From an optimization exercise on the open Yosys and OpenROAD flow, aimed at small area, a short achievable clock period and few clock cycles; shortcuts taken in it are not production practice.
Power is estimated from default activity; no workload was simulated.

==> flow/design.v (excerpt) <==
module vcore (
    input  wire        clk,
    input  wire        rst,
    input  wire        mode_no_site_id,
    input  wire        mode_spad_mon,
    input  wire        mode_bs_relaxed,
    input  wire        cfg_valid,
    input  wire [11:0] cfg_def,
    output reg  [2:0]  cfg_err,
    output reg  [2:0]  nmod,
    output reg  [7:0]  frame_words,
    input  wire        in_valid,
    output wire        in_ready,
    input  wire [31:0] in_data,
    output reg         res_valid,
    output reg  [1:0]  res_mod,
    output reg         res_ok,
    output reg         res_es,
    output reg  [5:0]  res_ec,
    output reg  [6:0]  res_spad_chg,
    output reg         res_bs_ran,
    output reg         res_bs_disc,
    output reg  [1:0]  res_aux_chg,
    output reg  [31:0] res_seq
);
Size in the first run: ~1800 flip-flops, ~0.064 sq mm of cells after synthesis.
export LEC_CHECK = 0
export CAP_MARGIN = 20
export CORE_MARGIN = 2
export CORE_UTILIZATION = 40
export SLEW_MARGIN = 20
create_clock -name core_clock -period 10.0 [get_ports {clk}]
standard.sh (not shown) runs the stock make flow with config.mk's settings and CLKGATE_MAP_FILE= SYNTH_SCRIPT=/design/flow/synth_recipe.tcl, a recipe that flattens the netlist after the stock synthesis.
==> flow/flow/run.sh <==
#!/bin/bash
set -euo pipefail
bash standard.sh SETUP_SLACK_MARGIN=6.5 'BUFFER_PORTS_ARGS=-buffer_cell sky130_fd_sc_hd__buf_2' finish > standard.log 2>&1
The starting point finished clean.
Next try:
==> flow/flow/run.sh (replaced) <==
#!/bin/bash
set -euo pipefail
bash standard.sh SETUP_SLACK_MARGIN=7.0 'BUFFER_PORTS_ARGS=-buffer_cell sky130_fd_sc_hd__buf_2' finish > standard.log 2>&1
- The new run produced a clean layout
- clock power is lower by 3.5%
- global-route usage rises by 1.0 points
- count of clock-buffer cells in the layout is higher by 16
- wire length rises by 7.1%
- combinational power increases by 12%
- die area is unchanged
- non-clock buffer count increases by 47
- sequential power hardly moves
- power went down by 1.3%
- maximum frequency came out lower by 2.4%
No functional check of the RTL was part of any run of this note.

* * *

Setup of lane 2:
Another version of the RTL of vcore (not shown whole).
For scale: ~3400 cells after synthesis, ~1800 flip-flops, roughly 120 I/O pins, roughly 63000 sq um of cells after synthesis.
Design vcore, start of the top module:
module vcore (
    input  wire        clk,
    input  wire        rst,
    input  wire        mode_no_site_id,
    input  wire        mode_spad_mon,
    input  wire        mode_bs_relaxed,
    input  wire        cfg_valid,
    input  wire [11:0] cfg_def,
    output reg  [2:0]  cfg_err,
    output reg  [2:0]  nmod,
    output reg  [7:0]  frame_words,
    input  wire        in_valid,
    output wire        in_ready,
    input  wire [31:0] in_data,
    output reg         res_valid,
    output reg  [1:0]  res_mod,
    output reg         res_ok,
    output reg         res_es,
    output reg  [5:0]  res_ec,
    output reg  [6:0]  res_spad_chg,
    output reg         res_bs_ran,
    output reg         res_bs_disc,
    output reg  [1:0]  res_aux_chg,
    output reg  [31:0] res_seq
);
    localparam NMOD   = 4;
    localparam MAGIC  = 32'hE5E5E5E5;
    localparam NSP    = 28;              
    integer k;
    function succ32(input [31:0] a, input [31:0] b);
        reg [31:0] x;
        reg        r;
        integer    i;
        begin
            x = a ^ b;
            r = x[0];
            for (i = 1; i < 32; i = i + 1) r = r & (!x[i] | x[i-1]);
            for (i = 0; i < 31; i = i + 1) r = r & (!x[i] | (x[i+1] ? !a[i] : a[i]));
            succ32 = r;
        end
    endfunction
    reg nsi_q, bsr_q;
    always @(posedge clk) begin
        nsi_q <= mode_no_site_id;
        bsr_q <= mode_bs_relaxed;
    end
    wire [2:0] cd_site = cfg_def[2:0];
    wire       ca0 = ~cfg_def[3] & ~cfg_def[4];
    wire       ca1 =  cfg_def[3] ^  cfg_def[4];
    wire       ca2 =  cfg_def[3] &  cfg_def[4];
    wire       cb0 = ~cfg_def[5] & ~cfg_def[6];
    wire       cb1 =  cfg_def[5] ^  cfg_def[6];
    wire       cb2 =  cfg_def[5] &  cfg_def[6];
    wire [2:0] cd_n;
    assign cd_n[0] = ca1 ^ cb1;
    assign cd_n[1] = (ca2 & cb0) | (ca1 & cb1) | (ca0 & cb2) | (ca2 & cb1) | (ca1 & cb2);
  ...
Settings: LEC_CHECK=0, CAP_MARGIN=20, CORE_MARGIN=2, CORE_UTILIZATION=70, CTS_CLUSTER_DIAMETER=80, CTS_CLUSTER_SIZE=30, PLACE_DENSITY=0.78, SLEW_MARGIN=20; clock period 10.0 ns.
==> flow/flow/run.sh <==
#!/bin/bash
set -euo pipefail
bash standard.sh SETUP_SLACK_MARGIN=7.0 'BUFFER_PORTS_ARGS=-buffer_cell sky130_fd_sc_hd__buf_2' finish > standard.log 2>&1
Relative to lane 2, the following input files were edited for lane 3:
Settings: CORE_UTILIZATION changed from 70 to 60; PLACE_DENSITY removed (was 0.78).
--- outcome ---
- Diff lane 2 -> lane 3: area added between synthesis and finish went up by 1.5 points, total of plain and repair buffers excluding clock buffers saw an increase, instance count on the critical path lower, worst hold slack now sits lower.
- Compared lane 2 against lane 3; internal power component within noise.
- Lane 3 vs lane 2 — fraction of power spent switching nets dropped 0.20 points.
Function was not checked in any run of this note: the RTL went through the layout flow alone.

* * *

## run 1
Another version of the RTL of vcore (not shown whole).
Size in the first run: ~120 I/O pins, about 63000 µm² of cells after synthesis.
Settings: LEC_CHECK=0, CAP_MARGIN=20, CORE_MARGIN=2, CORE_UTILIZATION=60, CTS_CLUSTER_DIAMETER=80, CTS_CLUSTER_SIZE=30, SLEW_MARGIN=20; clock period 10.0 ns.
Scripts as last shown in full above: flow/flow/run.sh
Run 1 completed end to end with timing, DRC and antenna clean.
What run 2 does differently from run 1 at the input level:
- TNS_END_PERCENT newly set to 10
- CORE_UTILIZATION changed from 60 to 55
--- outcome ---
Against run 1, run 2 comes in 75 higher on count of non-filler cells in the finished layout.
Run 2 has power after layout above what run 1 had.
Busiest metal layer after global routing = met2: run 1; busiest metal layer after global routing = met1: run 2
The lower share of power burned in combinational logic came out of run 2.
Changes in run 3 relative to run 2:
- changing CORE_UTILIZATION from 55 to 60
Findings:
- Run 3: PASS, flow complete, no timing, DRC or antenna violations
- Comparing run 2 with run 3, the portion of the layout cell area used by non-clock buffers came out essentially unchanged.
- Delay of the slowest cell on the worst path is higher on run 2
- Compared with run 2, run 3 shows a lower clock network power.
- Comparing run 3 and run 2, the lower period utilization was measured on run 3.
- Run 3 vs. run 2: number of antenna violations at the first check in global routing grew by 2; post-placement cell count shrank by 2.4%; met1 global-route usage grew by 3.0 points.
- Run 2 → run 3: count of clock-buffer cells in the layout went up, total number of vias now sits higher.
No run of this note included a check of the RTL's function; only the layout flow was run.

what the ideal ports hide:
The results above use ideal ports. As a check the final layouts listed here were re-extracted and re-timed, cells and wires unchanged.
Step 1 assumes that a clkbuf_16 drives the clock port and a buf_2 every other input.
Step 2 adds t to the input delays and takes it off the output delays; t is the mean of the earliest and latest rising clock arrival at the registers after step 1. Input paths then give back, and output paths get back, about the clock's delay inside the block.
Three values: no drivers, after step 1, after step 2; two values: the first two.
run | shift t [ns] | setup slack, ns | cell pins on the clock port's net
the first run of note 1 | 0.863 | 5.489 / 5.525 / 4.662 | 1
the second run of note 1 | 0.861 | 5.380 / 5.433 / 4.572 | 1
lane 2 | 0.733 | 6.755 / 6.752 / 6.040 | 1
lane 3 | 0.736 | 6.784 / 6.755 / 6.065 | 1
run 1 | 0.728 | 6.808 / 6.737 / 6.126 | 1
run 2 | 0.738 | 6.749 / 6.742 / 6.019 | 1
run 3 | 0.740 | 6.800 / 6.729 / 6.074 | 1
After both steps every run listed still meets setup and hold. The setup slack of the first run of note 1, which loses most, moves by +0.036 ns with the drivers and by -0.827 ns with both steps.
